This design comes from an exercise in tuning for small area, a short achievable clock period and few clock cycles on the open sky130 flow, not from production work. No run shown here included a check of the RTL's function; only the layout flow was run. Power figures rest on the tool's default switching activity, not on a simulated workload.

[flow/design.v]
module dlls_core (
    input  wire        clk,
    input  wire        rst,          
    input  wire        cmd_valid,
    output wire        cmd_ready,
    input  wire [31:0] cmd,
    output reg         resp_valid,
    output reg  [31:0] resp
);
    localparam [3:0] ST_OK = 4'h0, ST_ILLEGAL = 4'h1, ST_ECFG = 4'h2,
                     ST_EFULL = 4'h3, ST_EEMPTY = 4'h4, ST_ERANGE = 4'h5,
                     ST_EBADCFG = 4'h6;
    localparam [1:0] OC_NONE = 2'd0, OC_FRAME = 2'd1, OC_INCOMPLETE = 2'd2,
                     OC_DAMAGED = 2'd3;
    localparam F_NOP = 0, F_WR = 1, F_RD = 2, F_COMMIT = 3, F_SRESET = 4,
               F_STUFF = 5, F_ECLR = 6, F_EBYTE = 7, F_ECOMP = 8, F_EVER = 9,
               F_TXB = 10, F_TXE = 11, F_POP = 12, F_FEED = 13, F_EXT = 14,
               F_PRD = 15, F_FLUSH = 16, F_NEEDCFG = 17, F_RDCRC = 18,
               F_BIG = 19, NF = 20;
    function [7:0] stepa_byte;
        input [7:0] r;
        input [7:0] b;
        input [7:0] g;
        integer i;
        reg [7:0] x;
        begin
            x = r;
            for (i = 7; i >= 0; i = i - 1)
                x = {x[6:0], 1'b0} ^ ((x[7] ^ b[i]) ? g : 8'h00);
            stepa_byte = x;
        end
    endfunction
    function [7:0] div_x4;
        input [7:0] r;
        input [3:0] en;
        input [8:0] g9;
        integer i;
        reg [8:0] x;
        begin
            x = {1'b0, r};
            for (i = 0; i < 4; i = i + 1)
                if (en[i]) x = {1'b0, ((x[0] ? (x ^ g9) : x) >> 1)};
            div_x4 = x[7:0];
        end
    endfunction
    reg  [1:0]  ctrl;             
    reg  [7:0]  r_start, r_stop, r_esc, r_evenmk, r_oddmk;
    reg  [8:0]  r_gen;
    reg  [3:0]  r_deg;
    reg  [15:0] r_fmax;
    reg         cfg_valid;
    reg  [3:0]  cfg_err;
    reg  [2:0]  k_sh;             
    reg  [7:0]  k_g;              
    reg  [8:0]  k_g9;             
    reg  [7:0]  k_en;             
    reg  [7:0]  eng_a;            
    reg         eng_par;
    reg         tx_inf;
    reg  [15:0] tx_cnt;
    reg  [7:0]  tx_a;             
    reg         tx_par;
    reg  [7:0]  txq [0:15];
    reg  [3:0]  txq_head;
    reg  [3:0]  txq_tail;
    reg  [4:0]  txq_cnt;
    reg  [7:0]  rxbuf [0:31];
    reg  [4:0]  rx_head;
    reg  [4:0]  rx_tail;
    reg  [5:0]  rx_cnt;
    reg         dstate;
    reg  [7:0]  rxpay [0:31];
    reg  [5:0]  rxpay_len;
    reg  [4:0]  pay_off;
    reg  [1:0]  lastout;
    reg  [15:0] resync_cnt;
    reg  [15:0] damaged_cnt;
    wire scheme_crc = ctrl[0];
    wire codepos    = ctrl[1];
    reg  [5:0]  sc_n;
    reg         sc_ds;
    reg         sc_esc;
    reg         sc_stop;
    reg  [5:0]  sc_bn;            
    reg  [5:0]  sc_alen;
    reg  [7:0]  sc_last;
    reg  [7:0]  sc_a;             
    reg         sc_par;
    reg  [4:0]  sc_wb;            
    reg  [4:0]  sc_wp;            
    reg  [5:0]  sc_rsy;           
    reg         pf_v;
    reg  [7:0]  pf_b;
    reg         pf_s, pf_p, pf_e;
    reg         p_v;
    reg         p_dmg;
    reg  [5:0]  p_n;              
    reg  [5:0]  p_len;            
    reg  [4:0]  p_off;
    reg  [5:0]  p_rsy;
    reg         ph;
    reg  [7:0]  tmp;
    function [NF+3:0] pdec;       
        input [31:0] w;
        reg [7:0] o;
        reg z23_8, z7_0, z15_0, z23_16;
        reg [NF-1:0] f;
        reg s, p, e, r;
        begin
            o = w[31:24];
            z23_16 = (w[23:16] == 8'd0);
            z15_0  = (w[15:0] == 16'd0);
            z7_0   = (w[7:0] == 8'd0);
            z23_8  = z23_16 && (w[15:8] == 8'd0);
            f = {NF{1'b0}};
            f[F_NOP]    = (o == 8'h00) && z23_8 && z7_0;
            f[F_WR]     = (o == 8'h01);
            f[F_RD]     = (o == 8'h02) && z15_0;
            f[F_COMMIT] = (o == 8'h03) && z23_8 && z7_0;
            f[F_SRESET] = (o == 8'h04) && z23_8 && z7_0;
            f[F_STUFF]  = (o == 8'h10) && z23_8;
            f[F_ECLR]   = (o == 8'h20) && z23_8 && z7_0;
            f[F_EBYTE]  = (o == 8'h21) && z23_8;
            f[F_ECOMP]  = (o == 8'h22) && z23_8 && z7_0;
            f[F_EVER]   = (o == 8'h23) && z23_8;
            f[F_TXB]    = (o == 8'h30) && z23_8;
            f[F_TXE]    = (o == 8'h31) && z23_8 && z7_0;
            f[F_POP]    = (o == 8'h32) && z23_8 && z7_0;
            f[F_FEED]   = (o == 8'h40) && z23_8;
            f[F_EXT]    = (o == 8'h41) && z23_8 && z7_0;
            f[F_PRD]    = (o == 8'h42) && z23_16;
            f[F_FLUSH]  = (o == 8'h43) && z23_8 && z7_0;
            f[F_NEEDCFG] = f[F_STUFF] | f[F_ECLR] | f[F_EBYTE] | f[F_ECOMP] |
                           f[F_EVER] | f[F_TXB] | f[F_TXE] | f[F_FEED] | f[F_EXT];
            f[F_RDCRC]  = (w[23:16] == 8'h17) || (w[23:16] == 8'h18);
            f[F_BIG]    = (w[15:6] != 10'd0);
            s = (w[7:0] == r_start);
            p = (w[7:0] == r_stop);
            e = (w[7:0] == r_esc);
            r = s || p || e || (!scheme_crc && ((w[7:0] == r_evenmk) || (w[7:0] == r_oddmk)));
            pdec = {r, e, p, s, f};
        end
    endfunction
    reg         c_v;
    reg  [NF-1:0] c_f;
    reg  [23:0] c_d;
    reg         c_s, c_p, c_e, c_res;
    reg         sk_v;
    reg  [31:0] sk_r;
    assign cmd_ready = !sk_v;
    wire take = cmd_valid && !sk_v;
    wire [NF+3:0] dec_in = pdec(sk_v ? sk_r : cmd);
    wire [7:0]  a   = c_d[23:16];
    wire [15:0] d16 = c_d[15:0];
    wire [7:0]  b   = c_d[7:0];
    wire any_f  = |c_f[F_FLUSH:F_NOP];
    wire cfg_ok = cfg_valid || !c_f[F_NEEDCFG];
    wire x_ill  = c_v && !any_f;
    wire x_ecfg = c_v && c_f[F_NEEDCFG] && !cfg_valid;
    wire x_wr     = c_v && c_f[F_WR];
    wire x_rd     = c_v && c_f[F_RD];
    wire x_commit = c_v && c_f[F_COMMIT];
    wire x_sreset = c_v && c_f[F_SRESET];
    wire x_stuff  = c_v && c_f[F_STUFF] && cfg_valid;
    wire x_eclr   = c_v && c_f[F_ECLR]  && cfg_valid;
    wire x_ebyte  = c_v && c_f[F_EBYTE] && cfg_valid;
    wire x_ecomp  = c_v && c_f[F_ECOMP] && cfg_valid;
    wire x_ever   = c_v && c_f[F_EVER]  && cfg_valid;
    wire x_txb    = c_v && c_f[F_TXB]   && cfg_valid;
    wire x_txe    = c_v && c_f[F_TXE]   && cfg_valid;
    wire x_pop    = c_v && c_f[F_POP];
    wire x_feed   = c_v && c_f[F_FEED]  && cfg_valid;
    wire x_ext    = c_v && c_f[F_EXT]   && cfg_valid;
    wire x_prd    = c_v && c_f[F_PRD];
    wire x_flush  = c_v && c_f[F_FLUSH];
    wire caught    = (sc_n == rx_cnt);
    wire rx_full   = rx_cnt[5];
    wire x_feed_ok = x_feed && !rx_full;
    wire ext_stall = x_ext && !p_v && !caught;
    wire        tx_cl     = ((tx_cnt + 16'd1) == r_fmax);
    wire        tx_stall  = x_txb && scheme_crc && tx_cl && !ph;
    wire        rd_stall  = x_rd && c_f[F_RDCRC] && !ph;
    wire        stall     = ext_stall || tx_stall || rd_stall;
    wire [7:0]  crc_out   = stepa_byte(c_f[F_EBYTE] ? eng_a : tx_a, b, k_g);
    wire        b_par     = ^b;
    wire        close_now = x_txb ? tx_cl : (x_txe && tx_inf);
    wire        close_p   = c_f[F_TXB] ? (tx_par ^ b_par) : tx_par;
    wire [7:0]  close_a   = c_f[F_TXB] ? tmp : tx_a;
    wire [7:0]  close_code = scheme_crc ? (close_a >> k_sh) : (close_p ? r_oddmk : r_evenmk);
    wire        code_esc  = scheme_crc && !codepos &&
                            ((close_code == r_start) || (close_code == r_stop) ||
                             (close_code == r_esc));
    reg [7:0]  tx_out [0:5];
    reg [2:0]  tx_out_len;
    integer    k;
    always @* begin
        for (k = 0; k < 6; k = k + 1) tx_out[k] = 8'h00;
        tx_out_len = 3'd0;
        if (c_f[F_TXB]) begin
            if (!tx_inf) begin
                tx_out[tx_out_len] = r_start;
                tx_out_len = tx_out_len + 3'd1;
            end
            if (c_res) begin
                tx_out[tx_out_len] = r_esc;
                tx_out_len = tx_out_len + 3'd1;
            end
            tx_out[tx_out_len] = b;
            tx_out_len = tx_out_len + 3'd1;
        end
        if (c_f[F_TXB] ? tx_cl : tx_inf) begin
            if (codepos) begin
                tx_out[tx_out_len] = r_stop;
                tx_out_len = tx_out_len + 3'd1;
                tx_out[tx_out_len] = close_code;
                tx_out_len = tx_out_len + 3'd1;
            end else begin
                if (code_esc) begin
                    tx_out[tx_out_len] = r_esc;
                    tx_out_len = tx_out_len + 3'd1;
                end
                tx_out[tx_out_len] = close_code;
                tx_out_len = tx_out_len + 3'd1;
                tx_out[tx_out_len] = r_stop;
                tx_out_len = tx_out_len + 3'd1;
            end
        end
    end
    wire [4:0] txq_free = 5'd16 - txq_cnt;
    wire       tx_fits  = ({2'b00, tx_out_len} <= txq_free);
    wire       tx_go    = (x_txb && !tx_stall || x_txe) && tx_fits;
    reg [3:0] first_failed;
    always @* begin
        first_failed = 4'd0;
        if ((r_start == r_stop) || (r_start == r_esc) || (r_stop == r_esc))
            first_failed = 4'd1;
        else if (r_fmax == 16'd0)
            first_failed = 4'd2;
        else if (!scheme_crc) begin
            if (r_evenmk == r_oddmk)
                first_failed = 4'd3;
            else if ((r_evenmk == r_start) || (r_evenmk == r_stop) || (r_evenmk == r_esc) ||
                     (r_oddmk  == r_start) || (r_oddmk  == r_stop) || (r_oddmk  == r_esc))
                first_failed = 4'd4;
        end else begin
            if ((r_deg < 4'd1) || (r_deg > 4'd8))
                first_failed = 4'd5;
            else if (!r_gen[r_deg] || ((r_gen >> (r_deg + 4'd1)) != 9'd0))
                first_failed = 4'd6;
            else if (!r_gen[0])
                first_failed = 4'd7;
        end
    end
    wire [2:0] new_sh = 3'd0 - r_deg[2:0];            
    wire [7:0] new_g  = r_gen[7:0] << new_sh;         
    wire [8:0] new_g9 = r_gen & ~(9'h1FE << r_deg);
    wire [7:0] new_en = ~(8'hFF << r_deg);
    wire [7:0] rd_a    = a[3] ? tx_a : eng_a;         
    wire [7:0] rd_half = div_x4(rd_a >> k_sh, k_en[3:0], k_g9);
    wire [7:0] rd_rem  = div_x4(tmp, k_en[7:4], k_g9);
    reg [15:0] csr_val;
    reg        csr_ok;
    always @* begin
        csr_ok  = 1'b1;
        csr_val = 16'h0000;
        case (a)
            8'h00: csr_val = {14'd0, ctrl};
            8'h01: csr_val = {8'd0, r_start};
            8'h02: csr_val = {8'd0, r_stop};
            8'h03: csr_val = {8'd0, r_esc};
            8'h04: csr_val = {8'd0, r_evenmk};
            8'h05: csr_val = {8'd0, r_oddmk};
            8'h06: csr_val = {7'd0, r_gen};
            8'h07: csr_val = {12'd0, r_deg};
            8'h08: csr_val = r_fmax;
            8'h10: csr_val = {4'd0, cfg_err, 2'd0, lastout, 1'b0, tx_inf, dstate, cfg_valid};
            8'h11: csr_val = {10'd0, rx_cnt};
            8'h12: csr_val = {10'd0, rxpay_len};
            8'h13: csr_val = {11'd0, txq_cnt};
            8'h14: csr_val = tx_cnt;
            8'h15: csr_val = resync_cnt;
            8'h16: csr_val = damaged_cnt;
            8'h17: csr_val = {7'd0, eng_par, rd_rem};
            8'h18: csr_val = {7'd0, tx_par, rd_rem};
            default: csr_ok = 1'b0;
        endcase
    end
    wire       ext_go  = x_ext && !ext_stall;
    wire [5:0] ext_rm  = p_v ? p_n : (sc_ds ? sc_bn : rx_cnt);
    wire [5:0] ext_rsy = p_v ? p_rsy : (sc_ds ? sc_rsy : 6'd0);
    wire       sc_have = caught ? x_feed_ok : (pf_v && cfg_valid);
    wire [7:0] sc_byte = caught ? b : pf_b;
    wire       is_start = caught ? c_s : pf_s;
    wire       is_stop  = caught ? c_p : pf_p;
    wire       is_esc   = caught ? c_e : pf_e;
    wire sc_close = sc_ds && (sc_stop || (!sc_esc && is_stop && !codepos));
    wire sc_datab = sc_ds && !sc_close && (sc_esc || (!is_esc && !is_start && !is_stop));
    wire sc_rsyb  = sc_ds && !sc_close && !sc_esc && !is_esc && is_start;
    wire sc_stopb = sc_ds && !sc_close && !sc_esc && !is_esc && !is_start && is_stop;
    wire sc_escb  = sc_ds && !sc_close && !sc_esc && is_esc;
    wire sc_sync  = !sc_ds && is_start;
    wire [5:0] prot_v   = (x_ext && !p_v) ? 6'd0 : rxpay_len;
    wire [5:0] prot_p   = p_v ? p_len : 6'd0;
    wire [6:0] prot_all = {1'b0, prot_v} + {1'b0, prot_p} + {1'b0, sc_alen};
    wire       no_room  = (prot_all >= 7'd32);
    wire sc_hold = (sc_close && p_v) || (sc_datab && no_room);
    wire sc_go   = sc_have && !sc_hold;
    wire       alen_nz    = (sc_alen != 6'd0);
    wire [7:0] sc_a_all   = alen_nz ? stepa_byte(sc_a, sc_last, k_g) : sc_a;
    wire       sc_par_all = alen_nz ? (sc_par ^ (^sc_last)) : sc_par;
    wire [7:0] vf_code  = codepos ? sc_byte : sc_last;
    wire [7:0] vf_calc  = scheme_crc ? (sc_a >> k_sh) : (sc_par ? r_oddmk : r_evenmk);
    wire       vf_ok    = (vf_code == vf_calc);
    wire       vf_frame = vf_ok && (codepos || alen_nz);
    wire [4:0] new_wb = p_v ? (p_off + p_len[4:0]) : (pay_off + rxpay_len[4:0]);
    wire       pf_load = !caught && !pf_v;
    wire [7:0] pf_in   = rxbuf[rx_head + sc_n[4:0]];
    wire [7:0] eng_code = scheme_crc ? (eng_a >> k_sh) : (eng_par ? r_oddmk : r_evenmk);
    reg [31:0] resp_n;
    always @* begin
        resp_n = 32'h0000_0000;
        if (x_ill)  resp_n = {ST_ILLEGAL, 28'd0};
        if (x_ecfg) resp_n = {ST_ECFG, 28'd0};
        if (x_wr && a > 8'h08) resp_n = {ST_ERANGE, 28'd0};
        if (x_rd) resp_n = csr_ok ? {ST_OK, 12'd0, csr_val} : {ST_ERANGE, 28'd0};
        if (x_commit && first_failed != 4'd0)
            resp_n = {ST_EBADCFG, 4'd0, 4'd0, first_failed, 16'd0};
        if (x_stuff) resp_n = c_res ? {ST_OK, 4'd0, 8'd2, b, r_esc} : {ST_OK, 4'd0, 8'd1, 8'd0, b};
        if (x_ecomp) resp_n = {ST_OK, 12'd0, 8'd0, eng_code};
        if (x_ever)  resp_n = {ST_OK, 12'd0, 15'd0, (b == eng_code)};
        if (x_txb || x_txe)
            resp_n = tx_fits ? {ST_OK, 4'd0, 5'd0, tx_out_len, 16'd0} : {ST_EFULL, 28'd0};
        if (x_pop)
            resp_n = (txq_cnt == 5'd0) ? {ST_EEMPTY, 28'd0} : {ST_OK, 12'd0, 8'd0, txq[txq_head]};
        if (x_feed && rx_full) resp_n = {ST_EFULL, 28'd0};
        if (x_ext)
            resp_n = {ST_OK, 4'd0, 6'd0, (p_v ? (p_dmg ? OC_DAMAGED : OC_FRAME) : OC_INCOMPLETE),
                      10'd0, (p_v ? p_len : 6'd0)};
        if (x_prd)
            resp_n = (c_f[F_BIG] || d16[5:0] >= rxpay_len) ? {ST_ERANGE, 28'd0}
                     : {ST_OK, 12'd0, 8'd0, rxpay[pay_off + d16[4:0]]};
    end
    integer j;
    always @(posedge clk) begin
        if (rst) begin
            c_v  <= 1'b0;
            sk_v <= 1'b0;
        end else if (!stall) begin
            c_v  <= sk_v || take;
            {c_res, c_e, c_p, c_s, c_f} <= dec_in;
            c_d  <= sk_v ? sk_r[23:0] : cmd[23:0];
            sk_v <= 1'b0;
        end else if (take) begin
            sk_v <= 1'b1;
            sk_r <= cmd;
        end
        resp_valid <= c_v && !stall && !rst;
        resp       <= resp_n;
        if (rst || x_sreset) begin
            ctrl      <= 2'd0;
            r_start   <= 8'h00;
            r_stop    <= 8'h00;
            r_esc     <= 8'h00;
            r_evenmk  <= 8'h00;
            r_oddmk   <= 8'h00;
            r_gen     <= 9'h000;
            r_deg     <= 4'd0;
            r_fmax    <= 16'd0;
            cfg_valid <= 1'b0;
            cfg_err   <= 4'd0;
            k_sh      <= 3'd0;
            k_g       <= 8'h00;
            k_g9      <= 9'h000;
            k_en      <= 8'h00;
            eng_a     <= 8'h00;
            eng_par   <= 1'b0;
            tx_inf    <= 1'b0;
            tx_cnt    <= 16'd0;
            tx_a      <= 8'h00;
            tx_par    <= 1'b0;
            txq_head  <= 4'd0;
            txq_tail  <= 4'd0;
            txq_cnt   <= 5'd0;
            rx_head   <= 5'd0;
            rx_tail   <= 5'd0;
            rx_cnt    <= 6'd0;
            dstate    <= 1'b0;
            rxpay_len <= 6'd0;
            pay_off   <= 5'd0;
            lastout   <= OC_NONE;
            resync_cnt  <= 16'd0;
            damaged_cnt <= 16'd0;
            sc_n      <= 6'd0;
            sc_ds     <= 1'b0;
            sc_rsy    <= 6'd0;
            p_v       <= 1'b0;
            pf_v      <= 1'b0;
            ph        <= 1'b0;
        end else begin
            if (stall && !ext_stall) begin
                ph  <= 1'b1;
                tmp <= c_f[F_RD] ? rd_half : crc_out;
            end else begin
                ph  <= 1'b0;
            end
            if (pf_load) begin
                pf_v <= 1'b1;
                pf_b <= pf_in;
                pf_s <= (pf_in == r_start);
                pf_p <= (pf_in == r_stop);
                pf_e <= (pf_in == r_esc);
            end else if (!caught && sc_go) begin
                pf_v <= 1'b0;
            end
            if (sc_go) begin
                if (sc_sync) begin
                    sc_ds   <= 1'b1;
                    sc_bn   <= sc_n + 6'd1;
                    sc_esc  <= 1'b0;
                    sc_stop <= 1'b0;
                    sc_alen <= 6'd0;
                    sc_a    <= 8'h00;
                    sc_par  <= 1'b0;
                    sc_wb   <= new_wb;
                    sc_wp   <= new_wb;
                end else if (sc_close) begin
                    p_v    <= 1'b1;
                    p_dmg  <= !vf_frame;
                    p_n    <= sc_n + 6'd1;
                    p_len  <= !vf_frame ? 6'd0 : codepos ? sc_alen : (sc_alen - 6'd1);
                    p_off  <= sc_wb;
                    p_rsy  <= sc_rsy;
                    sc_ds  <= 1'b0;
                    sc_rsy <= 6'd0;
                end else if (sc_escb) begin
                    sc_esc <= 1'b1;
                end else if (sc_rsyb) begin
                    sc_bn   <= sc_n + 6'd1;
                    sc_alen <= 6'd0;
                    sc_wp   <= sc_wb;
                    sc_a    <= 8'h00;
                    sc_par  <= 1'b0;
                    sc_rsy  <= sc_rsy + 6'd1;
                end else if (sc_stopb) begin
                    sc_stop <= 1'b1;
                    sc_a    <= sc_a_all;
                    sc_par  <= sc_par_all;
                end else if (sc_datab) begin
                    sc_esc  <= 1'b0;
                    sc_a    <= sc_a_all;
                    sc_par  <= sc_par_all;
                    sc_last <= sc_byte;
                    rxpay[sc_wp] <= sc_byte;
                    sc_alen <= sc_alen + 6'd1;
                    sc_wp   <= sc_wp + 5'd1;
                end
            end
            if (ext_go) begin
                sc_n <= sc_n + {5'd0, sc_go} - ext_rm;
                if (sc_go && (sc_sync || sc_rsyb))
                    sc_bn <= sc_n + 6'd1 - ext_rm;
                else
                    sc_bn <= sc_bn - ext_rm;
                if (!p_v && sc_ds) sc_rsy <= 6'd0;
            end else if (sc_go) begin
                sc_n <= sc_n + 6'd1;
            end
            if (x_wr && a <= 8'h08) begin
                cfg_valid <= 1'b0;
                case (a[3:0])
                    4'h0: ctrl     <= d16[1:0];
                    4'h1: r_start  <= d16[7:0];
                    4'h2: r_stop   <= d16[7:0];
                    4'h3: r_esc    <= d16[7:0];
                    4'h4: r_evenmk <= d16[7:0];
                    4'h5: r_oddmk  <= d16[7:0];
                    4'h6: r_gen    <= d16[8:0];
                    4'h7: r_deg    <= d16[3:0];
                    default: r_fmax <= d16;
                endcase
            end
            if (x_commit) begin
                cfg_err   <= first_failed;
                cfg_valid <= (first_failed == 4'd0);
                k_sh      <= new_sh;
                k_g       <= new_g;
                k_g9      <= new_g9;
                k_en      <= new_en;
            end
            if (x_commit || x_eclr) begin
                eng_a   <= 8'h00;
                eng_par <= 1'b0;
            end
            if (x_ebyte) begin
                eng_par <= eng_par ^ b_par;
                if (scheme_crc) eng_a <= crc_out;
            end
            if (tx_go) begin
                for (j = 0; j < 6; j = j + 1)
                    if (j < tx_out_len)
                        txq[txq_tail + j[3:0]] <= tx_out[j];
                txq_cnt  <= txq_cnt + {2'b00, tx_out_len};
                txq_tail <= txq_tail + {1'b0, tx_out_len};
                if (close_now) begin
                    tx_inf <= 1'b0;
                    tx_cnt <= 16'd0;
                    tx_a   <= 8'h00;
                    tx_par <= 1'b0;
                end else if (x_txb) begin
                    tx_inf <= 1'b1;
                    tx_cnt <= tx_cnt + 16'd1;
                    tx_par <= tx_par ^ b_par;
                    if (scheme_crc) tx_a <= crc_out;
                end
            end
            if (x_pop && txq_cnt != 5'd0) begin
                txq_head <= txq_head + 4'd1;
                txq_cnt  <= txq_cnt - 5'd1;
            end
            if (x_commit) begin
                tx_inf   <= 1'b0;
                tx_cnt   <= 16'd0;
                tx_a     <= 8'h00;
                tx_par   <= 1'b0;
                txq_cnt  <= 5'd0;
                txq_tail <= txq_head;
            end
            if (x_feed_ok) begin
                rxbuf[rx_tail] <= b;
                rx_tail <= rx_tail + 5'd1;
                rx_cnt  <= rx_cnt + 6'd1;
            end
            if (ext_go) begin
                rx_head    <= rx_head + ext_rm[4:0];
                rx_cnt     <= rx_cnt - ext_rm;
                resync_cnt <= resync_cnt + {10'd0, ext_rsy};
                if (p_v) begin
                    p_v     <= 1'b0;
                    dstate  <= 1'b0;
                    pay_off <= p_off;
                    rxpay_len <= p_len;
                    if (!p_dmg) begin
                        lastout <= OC_FRAME;
                    end else begin
                        lastout     <= OC_DAMAGED;
                        damaged_cnt <= damaged_cnt + 16'd1;
                    end
                end else begin
                    dstate    <= sc_ds;
                    rxpay_len <= 6'd0;
                    pay_off   <= sc_wb;
                    lastout   <= OC_INCOMPLETE;
                end
            end
            if (x_commit || x_flush) begin
                rx_cnt    <= 6'd0;
                rx_tail   <= rx_head;
                dstate    <= 1'b0;
                rxpay_len <= 6'd0;
                lastout   <= OC_NONE;
                sc_n      <= 6'd0;
                sc_ds     <= 1'b0;
                sc_rsy    <= 6'd0;
                p_v       <= 1'b0;
                pf_v      <= 1'b0;
            end
            if (x_commit) begin
                resync_cnt  <= 16'd0;
                damaged_cnt <= 16'd0;
            end
        end
    end
endmodule
[flow/run.sh]
#!/bin/bash
# synth_recipe.tcl (not shown) runs the flow's synth.tcl, then flattens the netlist and writes it again
# the make line also repeats each setting of config.mk as NAME=value (left out here)
make -C /OpenROAD-flow-scripts/flow DESIGN_CONFIG=/design/flow/config.mk WORK_HOME=/design/flow/orfs CLKGATE_MAP_FILE= SYNTH_SCRIPT=/design/flow/synth_recipe.tcl finish
[flow/config.mk]
export PLATFORM = sky130hd
export DESIGN_NAME = dlls_core
export DESIGN_NICKNAME = dlls_core
export VERILOG_FILES = /design/flow/design.v
export SDC_FILE = /design/flow/constraint.sdc
export NUM_CORES = 4
export LEC_CHECK = 0
export CAP_MARGIN = 20
export CORE_MARGIN = 2
export CORE_UTILIZATION = 40
export SLEW_MARGIN = 20
[flow/constraint.sdc]
create_clock -name core_clock -period 25.0 [get_ports {clk}]
set_input_delay 5.0000 -clock core_clock [delete_from_list [all_inputs] [get_ports {clk}]]
set_output_delay 5.0000 -clock core_clock [all_outputs]
set_load 0.01 [all_outputs]
==> summary.txt, run 1 <==
Status
  • Run status: timing/DRC/antenna clean

Route
  • Overall routed net length: 263000 microns
  • Via count normalized by instance count: around 6.5
  • Routed length per placed instance: 30.4 microns
  • Antenna Nets Post-Route: 0
  • DR DRC count: 0
  • First drt pass iteration count: 7
  • Detailed router's first-iteration violation count: roughly 7600
  • Number of vias in the routed layout: 56126

Clock network
  • Count of clock tree sinks: between 1000 and 1500
  • Number of buffers on the longest clock path: 3
  • Resized Gates After CTS: 0
  • Number of H-tree levels: 3
  • Clk Latency, worst-skew pair: 0.81 ns
  • Number of buffers inserted during clock tree synthesis: 115
  • Clock tree from TritonCTS: yes
  • Count of hold buffers inserted by post-cts repair: 0
  • Clock-pin slew of the registers on the worst-case setup and hold paths: 0.07 ns
  • Post-CTS setup repair buffer count: 0
  • Cell chosen for the clock root: sky130_fd_sc_hd__clkbuf_16

Layout
  • Multi-input gate area: 33900 sq um
  • Signed area change from the synthesized netlist to the final layout: 10.6%
  • Flip-flop and latch area: roughly 29000 sq um
  • Share of final-layout standard cells stronger than drive strength 1: 0.117
  • # fillers: 15392
  • Nets@finish: 6536
  • Post-layout instance area: 72300 sq um

Timing
  • Hold violation total from the final report: 0
  • Number of slew-limit violations in the final report: 0
  • Clock Skew: 0.0893 ns
  • Max frequency: 93.9 MHz
  • Final Critical Period: 10.64 ns
  • Post-route setup slack: 14.36 ns
  • Relative slew slack: 0.126
  • Tightest Pin Transition: 1.31 ns
  • Setup-failing EPs final: 0
  • Total Neg Setup Slack: 0 ns
  • Unrepaired setup endpoints after global routing: false
  • Share of the clock period used by the worst path after layout: 0.426

Logic synthesis
  • Top area cells in the synthesized netlist: sky130_fd_sc_hd__edfxtp_1 37%, sky130_fd_sc_hd__dfxtp_1 7.9%, sky130_fd_sc_hd__mux4_2 7.2%
  • Area share of the largest cell type after synthesis: 0.369
  • Post-Syn Area per Cell: 10.1 sq um
  • Cell count after synthesis: between 6000 and 7000
  • Async set-or-reset flop fraction in the synthesized netlist: 0
  • Commonest cells post-synth: 804 x sky130_fd_sc_hd__edfxtp_1, 753 x sky130_fd_sc_hd__nand2_1, 672 x sky130_fd_sc_hd__nor2_1
  • Cell accounting for the most synthesized area: sky130_fd_sc_hd__edfxtp_1
  • EDFF count, synth: 804
  • Register area share after synthesis: 0.448
  • FF+latch count, synth: 1061
  • Main synth FF type: sky130_fd_sc_hd__edfxtp_1
  • Synthesized cell area: 65400 sq um
  • Number of distinct standard cells referenced by the synthesized netlist: 111
  • Warnings from Yosys: 2
  • Dominant cell by count in the synthesized netlist: sky130_fd_sc_hd__edfxtp_1

Critical path
  • Classification of the worst setup path: reg -> reg
  • Type of element launching the critical path: flop
  • Data required time at the worst endpoint: 25.50 ns
  • Stage delay of the slowest cell on the critical path: 0.86 ns
  • Crit path max fanout: 18
  • Slowest CP cell: sky130_fd_sc_hd__o311a_1
  • Arrival @ worst endpoint: 11.15 ns
  • Kind of capture point of the worst setup path: flop

GRT
  • Via count of the first global-routing pass: 52391
  • Global-route wire length before repair: 376000 microns
  • Maximum number of pins on one net before global-route repair: 78
  • Global-route congestion overflow total: 0
  • Initial antenna violation count: 15
  • GRT Util Overall: 0.305

Place
  • HPWL after DPL: about 180000 microns
  • Last weighted congestion value of the routability-driven placer: about 1.1
  • Count of port buffers added during placement: 58
  • Placed cell areas: 68400 sq um
  • Place WS: around 15 ns

Min path
  • Class of the tightest hold or removal check: reg -> reg

Power and ir drop
  • Cell Pwr Density: approximately 54 nW/um^2
  • Worst voltage drop across the vdd grid: 0.0570 mV
  • Final total power: 0.00393 W
  • Leakage: 23.8 nW

Die
  • Core outline area: 163000 sq um
  • Die X: 408 microns
  • Initial Util: 0.402
  • Die span in y: 408 microns
  • Die area: 167000 sq um
  • FP Rows: between 100 and 150
  • Number of I/O pins: slightly below 70

Run
  • Max-cap check violation count: 0
where the power goes:
group | switching (W) | internal, W | leakage, nW
logic | 0.000196 | 0.0000817 | 12.6
clock network | 0.000751 | 0.000994 | 1.87
registers | 0.0000105 | 0.00190 | 9.38
total | 0.000957 | 0.00298 | 23.8
critical path, delay by kind of cell (launching register included):
| kind | cells | cell delay, ns |
|---|---|---|
| and+or+nand+nor | 9 | 3.30 |
| xor gates and xnor gates | 4 | 1.17 |
| adders and majority gates | 3 | 0.99 |
| buffers and inverters | 2 | 0.65 |
| DFF | 1 | 0.33 |
| AOI/OAI and AO/OA | 12 | 3.88 |
worst paths after layout:
path	from	cells after the start	to	slack [ns]
worst max-delay path	c_d[4]$_DFFE_PP_	30	txq[13][7]$_DFFE_PP_	14.36
worst min register to register	resync_cnt[5]$_SDFFE_PP0P_	2	resync_cnt[5]$_SDFFE_PP0P_	0.50
worst max register to register	c_d[4]$_DFFE_PP_	30	txq[13][7]$_DFFE_PP_	14.36
worst min-delay path	resync_cnt[5]$_SDFFE_PP0P_	2	resync_cnt[5]$_SDFFE_PP0P_	0.50
layer usage:
layer  global-route usage  part of all wire  up-vias  wire (microns)
met1                0.406              0.39    27485          103000
met4                0.177             0.069       10           18100
met3               0.0831              0.12      985           30800
met5                    0           0.00024        -              63
li1                     -                 -    23956               -
met2                0.446              0.42     3690          111000
registers in the layout, indices dropped and copies added, names as in the netlist, 9 cells and up, named ones only:
register,count
resp,22
sk_r,32
r_gen,9
txq,128
rxpay,256
r_fmax,16
resync_cnt,16
rxbuf,256
tx_cnt,16
damaged_cnt,16
c_d,24
c_f,20
kinds of logic after synthesis:
kind of cell    share of synthesized area
flops                               0.448
simple gates                        0.145
compound gates                      0.161
fa+ha+maj                          0.0273
other cells                     0.0000574
buf+inv                            0.0385
xor+xnor                           0.0673
mux                                 0.113
final cells by class:
class,instances,share of cell area
antenna,4,0.000138
inverter,144,0.00748
tap,2175,0.0376
clock buffer,144,0.0429
multi-input combinational,4805,0.469
clock inverter,73,0.0100
sequential,1061,0.405
timing repair buffer,243,0.0272
cells in the final DEF, fill, tap and decap left out, drive strengths merged, types with 31 or more instances in the layout:
cell type	n
a211oi	86
a21o	48
a21oi	433
a221oi	68
a22o	31
a22oi	89
a31oi	50
and2	37
and3	53
buf	185
clkbuf	144
clkdlybuf4s50	58
clkinv	53
dfxtp	257
edfxtp	804
ha	113
inv	147
mux2	53
mux2i	205
mux4	209
nand2	754
nand2b	37
nand3	146
nand4	54
nor2	674
nor2b	43
nor3	119
nor4	59
o211ai	82
o21ai	345
o221ai	46
o22ai	92
or3	36
xnor2	323
xor2	176
metrics by stage:
| step | utilization | cells | hold WS (ns) |
|---|---|---|---|
| detailed placement | 0.421 | 8428 | 0.474 |
| CTS | 0.444 | 8645 | 0.486 |
| finish | 0.445 | 8649 | 0.495 |
| floorplan | - | 6503 | 0.436 |
| global placement | 0.421 | 8428 | 0.466 |
| global route | 0.445 | 8645 | 0.508 |
==> run 2, diff against run 1 <==
--- a/flow/design.v
+++ b/flow/design.v
@@ -179,54 +179,73 @@
     wire ext_stall = x_ext && !p_v && !caught;
-    wire        tx_cl     = ((tx_cnt + 16'd1) == r_fmax);
+    wire        is_txb    = c_f[F_TXB];
     wire        tx_stall  = x_txb && scheme_crc && tx_cl && !ph;
     wire        rd_stall  = x_rd && c_f[F_RDCRC] && !ph;
-    wire        stall     = ext_stall || tx_stall || rd_stall;
+    wire        cm_stall  = x_commit && !ph;
+    wire        stall     = ext_stall || tx_stall || rd_stall || cm_stall;
     wire [7:0]  crc_out   = stepa_byte(c_f[F_EBYTE] ? eng_a : tx_a, b, k_g);
     wire        b_par     = ^b;
-    wire        close_now = x_txb ? tx_cl : (x_txe && tx_inf);
-    wire        close_p   = c_f[F_TXB] ? (tx_par ^ b_par) : tx_par;
-    wire [7:0]  close_a   = c_f[F_TXB] ? tmp : tx_a;
-    wire [7:0]  close_code = scheme_crc ? (close_a >> k_sh) : (close_p ? r_oddmk : r_evenmk);
+    wire        close     = is_txb ? tx_cl : tx_inf;
+    wire        close_p   = is_txb ? (tx_par ^ b_par) : tx_par;
+    wire [7:0]  crc_code  = (is_txb ? tmp : tx_a) >> k_sh;
+    wire [7:0]  close_code = scheme_crc ? crc_code : (close_p ? r_oddmk : r_evenmk);
     wire        code_esc  = scheme_crc && !codepos &&
-                            ((close_code == r_start) || (close_code == r_stop) ||
-                             (close_code == r_esc));
-    reg [7:0]  tx_out [0:5];
-    reg [2:0]  tx_out_len;
-    integer    k;
+                            ((crc_code == r_start) || (crc_code == r_stop) ||
+                             (crc_code == r_esc));
+    wire        pre0      = is_txb && !tx_inf;           
+    wire [1:0]  n_pre     = is_txb ? (2'd1 + {1'b0, pre0} + {1'b0, c_res}) : 2'd0;
+    wire [3:0]  npre_hot  = 4'b0001 << n_pre;
+    wire [2:0]  len_ne    = {1'b0, n_pre} + (close ? 3'd2 : 3'd0);
+    wire        len_x     = close && code_esc;           
+    wire [2:0]  tx_len    = len_ne + {2'b00, len_x};
+    reg  [7:0]  pre_b [0:2];
     always @* begin
-        for (k = 0; k < 6; k = k + 1) tx_out[k] = 8'h00;
-        tx_out_len = 3'd0;
-        if (c_f[F_TXB]) begin
-            if (!tx_inf) begin
-                tx_out[tx_out_len] = r_start;
-                tx_out_len = tx_out_len + 3'd1;
-            end
-            if (c_res) begin
-                tx_out[tx_out_len] = r_esc;
-                tx_out_len = tx_out_len + 3'd1;
-            end
-            tx_out[tx_out_len] = b;
-            tx_out_len = tx_out_len + 3'd1;
+        pre_b[0] = pre0 ? r_start : (c_res ? r_esc : b);
+        pre_b[1] = (pre0 && c_res) ? r_esc : b;
+        pre_b[2] = b;
+    end
+    wire [7:0]  cl_b0 = codepos ? r_stop : (code_esc ? r_esc : close_code);
+    wire [7:0]  cl_b1 = codepos ? close_code : (code_esc ? close_code : r_stop);
+    wire [7:0]  cl_b2 = r_stop;
+    reg  [7:0]  slot_b [0:5];
+    reg  [5:0]  slot_v;
+    integer     k;
+    always @* begin
+        for (k = 0; k < 6; k = k + 1) begin
+            slot_b[k] = 8'h00;
+            slot_v[k] = 1'b0;
         end
-        if (c_f[F_TXB] ? tx_cl : tx_inf) begin
-            if (codepos) begin
-                tx_out[tx_out_len] = r_stop;
-                tx_out_len = tx_out_len + 3'd1;
-                tx_out[tx_out_len] = close_code;
-                tx_out_len = tx_out_len + 3'd1;
-            end else begin
-                if (code_esc) begin
-                    tx_out[tx_out_len] = r_esc;
-                    tx_out_len = tx_out_len + 3'd1;
-                end
-                tx_out[tx_out_len] = close_code;
-                tx_out_len = tx_out_len + 3'd1;
-                tx_out[tx_out_len] = r_stop;
-                tx_out_len = tx_out_len + 3'd1;
-            end
+        if (npre_hot[0]) begin
+            slot_b[0] = cl_b0; slot_b[1] = cl_b1; slot_b[2] = cl_b2;
         end
+        if (npre_hot[1]) begin
+            slot_b[0] = pre_b[0];
+            slot_b[1] = cl_b0; slot_b[2] = cl_b1; slot_b[3] = cl_b2;
+        end
+        if (npre_hot[2]) begin
+            slot_b[0] = pre_b[0]; slot_b[1] = pre_b[1];
+            slot_b[2] = cl_b0; slot_b[3] = cl_b1; slot_b[4] = cl_b2;
+        end
+        if (npre_hot[3]) begin
+            slot_b[0] = pre_b[0]; slot_b[1] = pre_b[1]; slot_b[2] = pre_b[2];
+            slot_b[3] = cl_b0; slot_b[4] = cl_b1; slot_b[5] = cl_b2;
+        end
+        for (k = 0; k < 6; k = k + 1)
+            slot_v[k] = (k < n_pre) || (close && (k < n_pre + 2 + len_x));
     end
-    wire [4:0] txq_free = 5'd16 - txq_cnt;
-    wire       tx_fits  = ({2'b00, tx_out_len} <= txq_free);
-    wire       tx_go    = (x_txb && !tx_stall || x_txe) && tx_fits;
+    wire [5:0]  fge;
+    genvar gi;
+    generate
+        for (gi = 1; gi <= 6; gi = gi + 1) begin : g_fge
+            assign fge[gi-1] = (txq_cnt <= 5'd16 - gi);
+        end
+    endgenerate
+    wire        fits_ne   = (len_ne == 3'd0) || fge[len_ne - 3'd1];
+    wire        fits_x    = fge[len_ne];
+    wire        tx_fits   = len_x ? fits_x : fits_ne;
+    wire        tx_go     = (x_txb && !tx_stall || x_txe) && tx_fits;
+    wire [15:0] tail_hot  = 16'h0001 << txq_tail;
+    wire [3:0]  tail_ne   = txq_tail + {1'b0, len_ne};
+    wire [4:0]  cnt_ne    = txq_cnt + {2'b00, len_ne};
+    wire        tx_cl_nx  = ((tx_cnt + 16'd2) == r_fmax);
+    wire        fmax_one  = (r_fmax == 16'd1);
     reg [3:0] first_failed;
@@ -301,7 +320,8 @@
     wire sc_sync  = !sc_ds && is_start;
-    wire [5:0] prot_v   = (x_ext && !p_v) ? 6'd0 : rxpay_len;
+    wire [5:0] prot_v   = x_ext ? 6'd0 : rxpay_len;
     wire [5:0] prot_p   = p_v ? p_len : 6'd0;
     wire [6:0] prot_all = {1'b0, prot_v} + {1'b0, prot_p} + {1'b0, sc_alen};
-    wire       no_room  = (prot_all >= 7'd32);
-    wire sc_hold = (sc_close && p_v) || (sc_datab && no_room);
+    reg        no_room;
+    wire sc_wr   = sc_datab && !sc_alen[5];          
+    wire sc_hold = (sc_close && p_v) || (sc_wr && no_room);
     wire sc_go   = sc_have && !sc_hold;
@@ -318,28 +338,35 @@
     wire [7:0] eng_code = scheme_crc ? (eng_a >> k_sh) : (eng_par ? r_oddmk : r_evenmk);
-    reg [31:0] resp_n;
-    always @* begin
-        resp_n = 32'h0000_0000;
-        if (x_ill)  resp_n = {ST_ILLEGAL, 28'd0};
-        if (x_ecfg) resp_n = {ST_ECFG, 28'd0};
-        if (x_wr && a > 8'h08) resp_n = {ST_ERANGE, 28'd0};
-        if (x_rd) resp_n = csr_ok ? {ST_OK, 12'd0, csr_val} : {ST_ERANGE, 28'd0};
-        if (x_commit && first_failed != 4'd0)
-            resp_n = {ST_EBADCFG, 4'd0, 4'd0, first_failed, 16'd0};
-        if (x_stuff) resp_n = c_res ? {ST_OK, 4'd0, 8'd2, b, r_esc} : {ST_OK, 4'd0, 8'd1, 8'd0, b};
-        if (x_ecomp) resp_n = {ST_OK, 12'd0, 8'd0, eng_code};
-        if (x_ever)  resp_n = {ST_OK, 12'd0, 15'd0, (b == eng_code)};
-        if (x_txb || x_txe)
-            resp_n = tx_fits ? {ST_OK, 4'd0, 5'd0, tx_out_len, 16'd0} : {ST_EFULL, 28'd0};
-        if (x_pop)
-            resp_n = (txq_cnt == 5'd0) ? {ST_EEMPTY, 28'd0} : {ST_OK, 12'd0, 8'd0, txq[txq_head]};
-        if (x_feed && rx_full) resp_n = {ST_EFULL, 28'd0};
-        if (x_ext)
-            resp_n = {ST_OK, 4'd0, 6'd0, (p_v ? (p_dmg ? OC_DAMAGED : OC_FRAME) : OC_INCOMPLETE),
-                      10'd0, (p_v ? p_len : 6'd0)};
-        if (x_prd)
-            resp_n = (c_f[F_BIG] || d16[5:0] >= rxpay_len) ? {ST_ERANGE, 28'd0}
-                     : {ST_OK, 12'd0, 8'd0, rxpay[pay_off + d16[4:0]]};
-    end
-    integer j;
+    wire [31:0] w_tx   = tx_fits ? {ST_OK, 4'd0, 5'd0, tx_len, 16'd0} : {ST_EFULL, 28'd0};
+    wire [31:0] w_pop  = (txq_cnt == 5'd0) ? {ST_EEMPTY, 28'd0} : {ST_OK, 12'd0, 8'd0, txq[txq_head]};
+    wire [31:0] w_prd  = (c_f[F_BIG] || d16[5:0] >= rxpay_len) ? {ST_ERANGE, 28'd0}
+                         : {ST_OK, 12'd0, 8'd0, rxpay[pay_off + d16[4:0]]};
+    wire [31:0] w_ext  = {ST_OK, 4'd0, 6'd0, (p_v ? (p_dmg ? OC_DAMAGED : OC_FRAME) : OC_INCOMPLETE),
+                          10'd0, (p_v ? p_len : 6'd0)};
+    wire [31:0] w_rd   = csr_ok ? {ST_OK, 12'd0, csr_val} : {ST_ERANGE, 28'd0};
+    wire [31:0] w_stuff = c_res ? {ST_OK, 4'd0, 8'd2, b, r_esc} : {ST_OK, 4'd0, 8'd1, 8'd0, b};
+    wire [31:0] resp_n =
+          ({32{x_ill}}                     & {ST_ILLEGAL, 28'd0})
+        | ({32{x_ecfg}}                    & {ST_ECFG, 28'd0})
+        | ({32{x_wr && a > 8'h08}}         & {ST_ERANGE, 28'd0})
+        | ({32{x_rd}}                      & w_rd)
+        | ({32{x_commit && ff_r != 4'd0}}  & {ST_EBADCFG, 4'd0, 4'd0, ff_r, 16'd0})
+        | ({32{x_stuff}}                   & w_stuff)
+        | ({32{x_ecomp}}                   & {ST_OK, 12'd0, 8'd0, eng_code})
+        | ({32{x_ever}}                    & {ST_OK, 12'd0, 15'd0, (b == eng_code)})
+        | ({32{x_txb || x_txe}}            & w_tx)
+        | ({32{x_pop}}                     & w_pop)
+        | ({32{x_feed && rx_full}}         & {ST_EFULL, 28'd0})
+        | ({32{x_ext}}                     & w_ext)
+        | ({32{x_prd}}                     & w_prd);
+    reg        rst_r;             
+    reg        tx_cl;             
+    reg  [3:0] ff_r;              
+    wire       arst = rst_r || x_sreset;
+    wire       x_cgo = x_commit && ph;       
+    wire [5:0] sc_n_rm  = sc_n - ext_rm;
+    wire [5:0] sc_n1_rm = sc_n + 6'd1 - ext_rm;
+    integer i, r;
     always @(posedge clk) begin
+        rst_r <= rst;
+        ff_r  <= first_failed;
         if (rst) begin
@@ -358,3 +385,4 @@
         resp       <= resp_n;
-        if (rst || x_sreset) begin
+        no_room <= ((prot_all + {6'd0, sc_go && sc_wr}) >= 7'd32);
+        if (arst) begin
             ctrl      <= 2'd0;
@@ -380,2 +408,3 @@
             tx_par    <= 1'b0;
+            tx_cl     <= 1'b0;
             txq_head  <= 4'd0;
@@ -417,3 +446,2 @@
                     sc_ds   <= 1'b1;
-                    sc_bn   <= sc_n + 6'd1;
                     sc_esc  <= 1'b0;
@@ -437,3 +465,2 @@
                 end else if (sc_rsyb) begin
-                    sc_bn   <= sc_n + 6'd1;
                     sc_alen <= 6'd0;
@@ -452,3 +479,3 @@
                     sc_last <= sc_byte;
-                    rxpay[sc_wp] <= sc_byte;
+                    if (!sc_alen[5]) rxpay[sc_wp] <= sc_byte;
                     sc_alen <= sc_alen + 6'd1;
@@ -458,5 +485,5 @@
             if (ext_go) begin
-                sc_n <= sc_n + {5'd0, sc_go} - ext_rm;
+                sc_n <= sc_go ? sc_n1_rm : sc_n_rm;
                 if (sc_go && (sc_sync || sc_rsyb))
-                    sc_bn <= sc_n + 6'd1 - ext_rm;
+                    sc_bn <= sc_n1_rm;
                 else
@@ -466,2 +493,3 @@
                 sc_n <= sc_n + 6'd1;
+                if (sc_sync || sc_rsyb) sc_bn <= sc_n + 6'd1;
             end
@@ -481,5 +509,5 @@
             end
-            if (x_commit) begin
-                cfg_err   <= first_failed;
-                cfg_valid <= (first_failed == 4'd0);
+            if (x_cgo) begin
+                cfg_err   <= ff_r;
+                cfg_valid <= (ff_r == 4'd0);
                 k_sh      <= new_sh;
@@ -489,3 +517,3 @@
             end
-            if (x_commit || x_eclr) begin
+            if (x_cgo || x_eclr) begin
                 eng_a   <= 8'h00;
@@ -498,8 +526,9 @@
             if (tx_go) begin
-                for (j = 0; j < 6; j = j + 1)
-                    if (j < tx_out_len)
-                        txq[txq_tail + j[3:0]] <= tx_out[j];
-                txq_cnt  <= txq_cnt + {2'b00, tx_out_len};
-                txq_tail <= txq_tail + {1'b0, tx_out_len};
-                if (close_now) begin
+                for (i = 0; i < 16; i = i + 1)
+                    for (r = 0; r < 6; r = r + 1)
+                        if (tail_hot[(i - r) & 15] && slot_v[r])
+                            txq[i] <= slot_b[r];
+                txq_cnt  <= cnt_ne + {4'd0, len_x};
+                txq_tail <= tail_ne + {3'd0, len_x};
+                if (close) begin
                     tx_inf <= 1'b0;
@@ -508,3 +537,4 @@
                     tx_par <= 1'b0;
-                end else if (x_txb) begin
+                    tx_cl  <= fmax_one;
+                end else if (is_txb) begin
                     tx_inf <= 1'b1;
@@ -512,2 +542,3 @@
                     tx_par <= tx_par ^ b_par;
+                    tx_cl  <= tx_cl_nx;
                     if (scheme_crc) tx_a <= crc_out;
@@ -519,3 +550,3 @@
             end
-            if (x_commit) begin
+            if (x_cgo) begin
                 tx_inf   <= 1'b0;
@@ -524,2 +555,3 @@
                 tx_par   <= 1'b0;
+                tx_cl    <= fmax_one;
                 txq_cnt  <= 5'd0;
@@ -554,3 +586,3 @@
             end
-            if (x_commit || x_flush) begin
+            if (x_cgo || x_flush) begin
                 rx_cnt    <= 6'd0;
@@ -566,3 +598,3 @@
             end
-            if (x_commit) begin
+            if (x_cgo) begin
                 resync_cnt  <= 16'd0;
==> run 2 against run 1 <==
Net effect: still clean on timing, DRC and antenna; flip-flop and latch count rose by 2; utilization up 0.29 points; area after synthesis is 4.7% lower; sequential power hardly changed; global-route usage fell by 2.1 points; register-to-register slack better by 2.7 ns; synthesized cell count is 9.1% lower; sequential share of layout area rose by 1.9 points; first-iteration DRC count down 7.1%; critical path type unchanged; largest power group unchanged.
==> summary.txt, run 2 <==
Status
  • Run status: timing/DRC/antenna clean

Logic synthesis
  • EDFF count, synth: 804 (unchanged)
  • Number of distinct standard cells referenced by the synthesized netlist: 101 (-9.0%)
  • Warnings from Yosys: 4 (+2)
  • Commonest cells post-synth: 804 x sky130_fd_sc_hd__edfxtp_1, 645 x sky130_fd_sc_hd__nand2_1, 570 x sky130_fd_sc_hd__nor2_1
  • Register area share after synthesis: 0.471 (+0.0228)
  • Area share of the largest cell type after synthesis: 0.388 (+0.0182)
  • Cell accounting for the most synthesized area: sky130_fd_sc_hd__edfxtp_1
  • Dominant cell by count in the synthesized netlist: sky130_fd_sc_hd__edfxtp_1
  • Main synth FF type: sky130_fd_sc_hd__edfxtp_1
  • Top area cells in the synthesized netlist: sky130_fd_sc_hd__edfxtp_1 39%, sky130_fd_sc_hd__dfxtp_1 8.3%, sky130_fd_sc_hd__mux4_2 6.5%
  • Synthesized cell area: 62300 sq um (-4.7%)
  • FF+latch count, synth: 1063 (+0.19%)
  • Post-Syn Area per Cell: 10.6 sq um (+4.8%)
  • Cell count after synthesis: 5903 (-9.1%)
  • Async set-or-reset flop fraction in the synthesized netlist: 0 (unchanged)

Timing
  • Max frequency: 126 MHz (+35%)
  • Number of slew-limit violations in the final report: 0 (unchanged)
  • Unrepaired setup endpoints after global routing: false
  • Relative slew slack: 0.117 (-0.00886)
  • Share of the clock period used by the worst path after layout: 0.316 (-0.109)
  • Total Neg Setup Slack: 0 ns (unchanged)
  • Post-route setup slack: 17.09 ns (+2.73 ns)
  • Hold violation total from the final report: 0 (unchanged)
  • Setup-failing EPs final: 0 (unchanged)
  • Tightest Pin Transition: 1.32 ns (+0.0133 ns)
  • Final Critical Period: 7.91 ns (-2.73 ns)
  • Clock Skew: 0.0745 ns (-0.0148 ns)

Layout
  • Nets@finish: 5978 (-8.5%)
  • Share of final-layout standard cells stronger than drive strength 1: 0.114 (-0.00346)
  • Signed area change from the synthesized netlist to the final layout: 11.0%
  • Most frequent cells in the layout: 804 x sky130_fd_sc_hd__edfxtp_1, 643 x sky130_fd_sc_hd__nand2_1, 562 x sky130_fd_sc_hd__nor2_1
  • Most common cell after layout, fill and taps aside: sky130_fd_sc_hd__edfxtp_1

Critical path
  • Stage delay of the slowest cell on the critical path: 0.94 ns (+0.08 ns)
  • Worst-path cell chain: buf_4 > or2_1 > o22ai_1 > o31ai_2 > xnor2_1 > nand4b_1 > or2_1 > a211oi_1 > ha_1 > inv_1 > ha_1 > nand2b_1 > nor2_1 > nand2_1 > nand2_1 > a21oi_1 > a21oi_1
  • Data required time at the worst endpoint: 25.34 ns (-0.16 ns)
  • Arrival @ worst endpoint: 8.25 ns (-2.90 ns)
  • Slowest CP cell: sky130_fd_sc_hd__a211oi_1
  • Classification of the worst setup path: reg -> reg
  • Type of element launching the critical path: flop
  • Cell class contributing the biggest share of worst-path delay: simple AND/OR/NAND/NOR gates
  • Crit path max fanout: 42 (+24)
  • Kind of capture point of the worst setup path: flop
  • Count of buffering cells on the critical path with inverters included: 2 (unchanged)

Power and ir drop
  • Final total power: 0.00393 W (about the same)
  • Share of power burned in the clock network: 0.456 (+0.012)
  • Net switching power: 0.000931 W (-2.7%)
  • Cell-internal power: 0.00300 W (+0.83%)
  • Cell Pwr Density: 56.9 nW/um^2 (+4.6%)
  • Sequential group share of total power: 0.487 (about the same)
  • Worst voltage drop across the vdd grid: 0.0643 mV (+13%)
  • Net Sw Frac: 0.237 (-0.00651)
  • Leakage: 22.9 nW (-4.2%)
  • Comb power frac: 0.058 (-0.013)

Die
  • Core outline area: 154000 sq um (-5.0%)
  • Die area: 159000 sq um (-4.7%)
  • Number of I/O pins: 69 (unchanged)
  • Initial Util: 0.403 (+0.00137)
  • Die span in y: 399 microns (-2.4%)
  • Die X: 399 microns (-2.4%)
  • FP Rows: 144 (-2.7%)

Route
  • Antenna Nets Post-Route: 0 (unchanged)
  • First drt pass iteration count: 13 (+6)
  • Via count normalized by instance count: 6.41 (-1.2%)
  • Number of vias in the routed layout: 51071 (-9.0%)
  • Routed length per placed instance: 28.9 microns (-5.0%)
  • Overall routed net length: 230000 microns (-12%)
  • DR DRC count: 0 (unchanged)
  • Detailed router's first-iteration violation count: 7074 (-7.1%)

Place
  • Last weighted congestion value of the routability-driven placer: 1.06 (-3.3%)
  • Place WS: 17.14 ns (+2.31 ns)
  • Count of port buffers added during placement: 58 (unchanged)
  • HPWL after DPL: 155000 microns (-14%)

GRT
  • Global-route wire length before repair: 335000 microns (-11%)
  • Maximum number of pins on one net before global-route repair: 65 (-17%)
  • Via count of the first global-routing pass: 48656 (-7.1%)
  • Global-route congestion overflow total: 0 (unchanged)
  • GRT Util Overall: 0.284 (-0.0213)
  • Initial antenna violation count: 6 (-9)

Clock network
  • Resized Gates After CTS: 0 (unchanged)
  • Number of buffers on the longest clock path: 3 (unchanged)
  • Number of buffers inserted during clock tree synthesis: 117 (+1.7%)
  • Clock tree from TritonCTS: yes
  • Clock-pin slew of the registers on the worst-case setup and hold paths: 0.07 ns (about the same)
  • Cell chosen for the clock root: sky130_fd_sc_hd__clkbuf_16
  • Clk Latency, worst-skew pair: 0.79 ns (-0.02 ns)
  • Post-CTS setup repair buffer count: 0 (unchanged)
  • Count of hold buffers inserted by post-cts repair: 0 (unchanged)
  • Number of H-tree levels: 3 (unchanged)
  • Count of clock tree sinks: 1063 (+0.19%)

Run
  • Max-cap check violation count: 0 (unchanged)

Min path
  • Class of the tightest hold or removal check: reg -> reg
## run 2: changes by cell type after synthesis, moves of 36 or more
cell / before / now
sky130_fd_sc_hd__o22ai_1: 91 / 54
sky130_fd_sc_hd__clkbuf_1: 382 / 318
sky130_fd_sc_hd__xnor2_1: 323 / 264
sky130_fd_sc_hd__a21oi_1: 428 / 392
sky130_fd_sc_hd__o221ai_1: 46 / 121
sky130_fd_sc_hd__nand2_1: 753 / 645
sky130_fd_sc_hd__nand3_1: 146 / 108
sky130_fd_sc_hd__o21ai_0: 312 / 180
sky130_fd_sc_hd__nor2_1: 672 / 570
sky130_fd_sc_hd__a221oi_1: 65 / 109
## run 2: final cells by class
type,instances,area (sq um)
timing repair buffer,220,1800
inverter,151,567
clock inverter,71,836
antenna,4,10.0
multi-input combinational,4267,30900
clock buffer,149,3150
tap,2044,2560
fill,14248,85300
sequential,1063,29300
## run 2: per-stage QoR
stage / cell area, sq um / hold slack (ns) / utilization / cells
5_1_grt: 69100 / 0.483 / 0.448 / 7965
2_1_floorplan: 62300 / 0.436 / - / 5912
4_1_cts: 69100 / 0.463 / 0.447 / 7963
6_report: 69100 / 0.469 / 0.448 / 7969
3_5_place_dp: 65100 / 0.455 / 0.421 / 7743
3_3_place_gp: 65100 / 0.450 / 0.421 / 7743
## run 2: path summary, 6_finish.rpt
kind,from,to,slack (ns),cells after the start
setup / recovery,k_sh[0]$_SDFFE_PP0P_,txq[8][0]$_DFFE_PP_,17.09,17
hold / removal,dstate$_SDFFE_PP0P_,dstate$_SDFFE_PP0P_,0.47,2
setup reg to reg,k_sh[0]$_SDFFE_PP0P_,txq[8][0]$_DFFE_PP_,17.09,17
hold reg to reg,dstate$_SDFFE_PP0P_,dstate$_SDFFE_PP0P_,0.47,2
## run 2: logic make-up (layout without fill, tap and decap cells)
kind of cell,Yosys count,count (layout),share of synthesized area
simple gates,1771,1771,0.127
fa+ha+maj,123,123,0.0274
xor+xnor,474,474,0.0687
flops,1063,1063,0.471
other cells,1,14,0.0000602
compound gates,1455,1455,0.161
buf+inv,582,591,0.0367
mux,434,434,0.108
## run 2: metal layers
metal  part of all wire  track usage  routed length [microns]
met5           0.000035            0                        8
met4              0.072        0.165                    16700
met3               0.10       0.0735                    24000
met2               0.44        0.438                   102000
met1               0.38        0.360                    88000
## run 2: power groups by stage
| stage | registers, W | logic [W] | clock network, W |
|---|---|---|---|
| after floorplan | 0.00195 | 0.000133 | 0 |
| after detailed placement | 0.00195 | 0.000221 | 0 |
| after global placement | 0.00195 | 0.000219 | 0 |
| after global routing | 0.00191 | 0.000237 | 0.00188 |
| after CTS | 0.00191 | 0.000221 | 0.00181 |
| final | 0.00191 | 0.000227 | 0.00179 |
## run 2: worst reg2reg max path: cells and delay by family, from the launching register on
| family | cells | cell delay (ns) |
|---|---|---|
| AO/OA/AOI/OAI | 5 | 2.41 |
| XOR/XNOR | 1 | 0.18 |
| adder cells (fa/ha/maj) | 2 | 0.53 |
| buffers and inverters | 2 | 0.48 |
| flip-flops | 1 | 0.31 |
| AND/OR/NAND/NOR | 7 | 3.60 |

port drivers added, routing unchanged:
The flow's constraints put no driver on any port. The routed layouts listed below were extracted and timed again, unchanged, in two steps.
Step 1 assumes that a clkbuf_16 drives the clock port and a buf_2 every other input.
Step 2, shift: input delay + t, output delay - t, t = (earliest + latest rising clock arrival at the registers) / 2. This alone moves slack from input paths to output paths.
a / b / c = ideal / step 1 / step 2; a / b = the first two.
| run | t, ns | slack for setup (ns) | worst data-port slew with drivers (ns) | cell pins on the clock port's net |
|---|---|---|---|---|
| run 1 | 0.840 | 14.355 / 14.355 / 14.355 | 0.13 | 1 |
| run 2 | 0.825 | 17.088 / 17.088 / 17.088 | 0.06 | 1 |
After both steps every run listed still meets setup and hold.
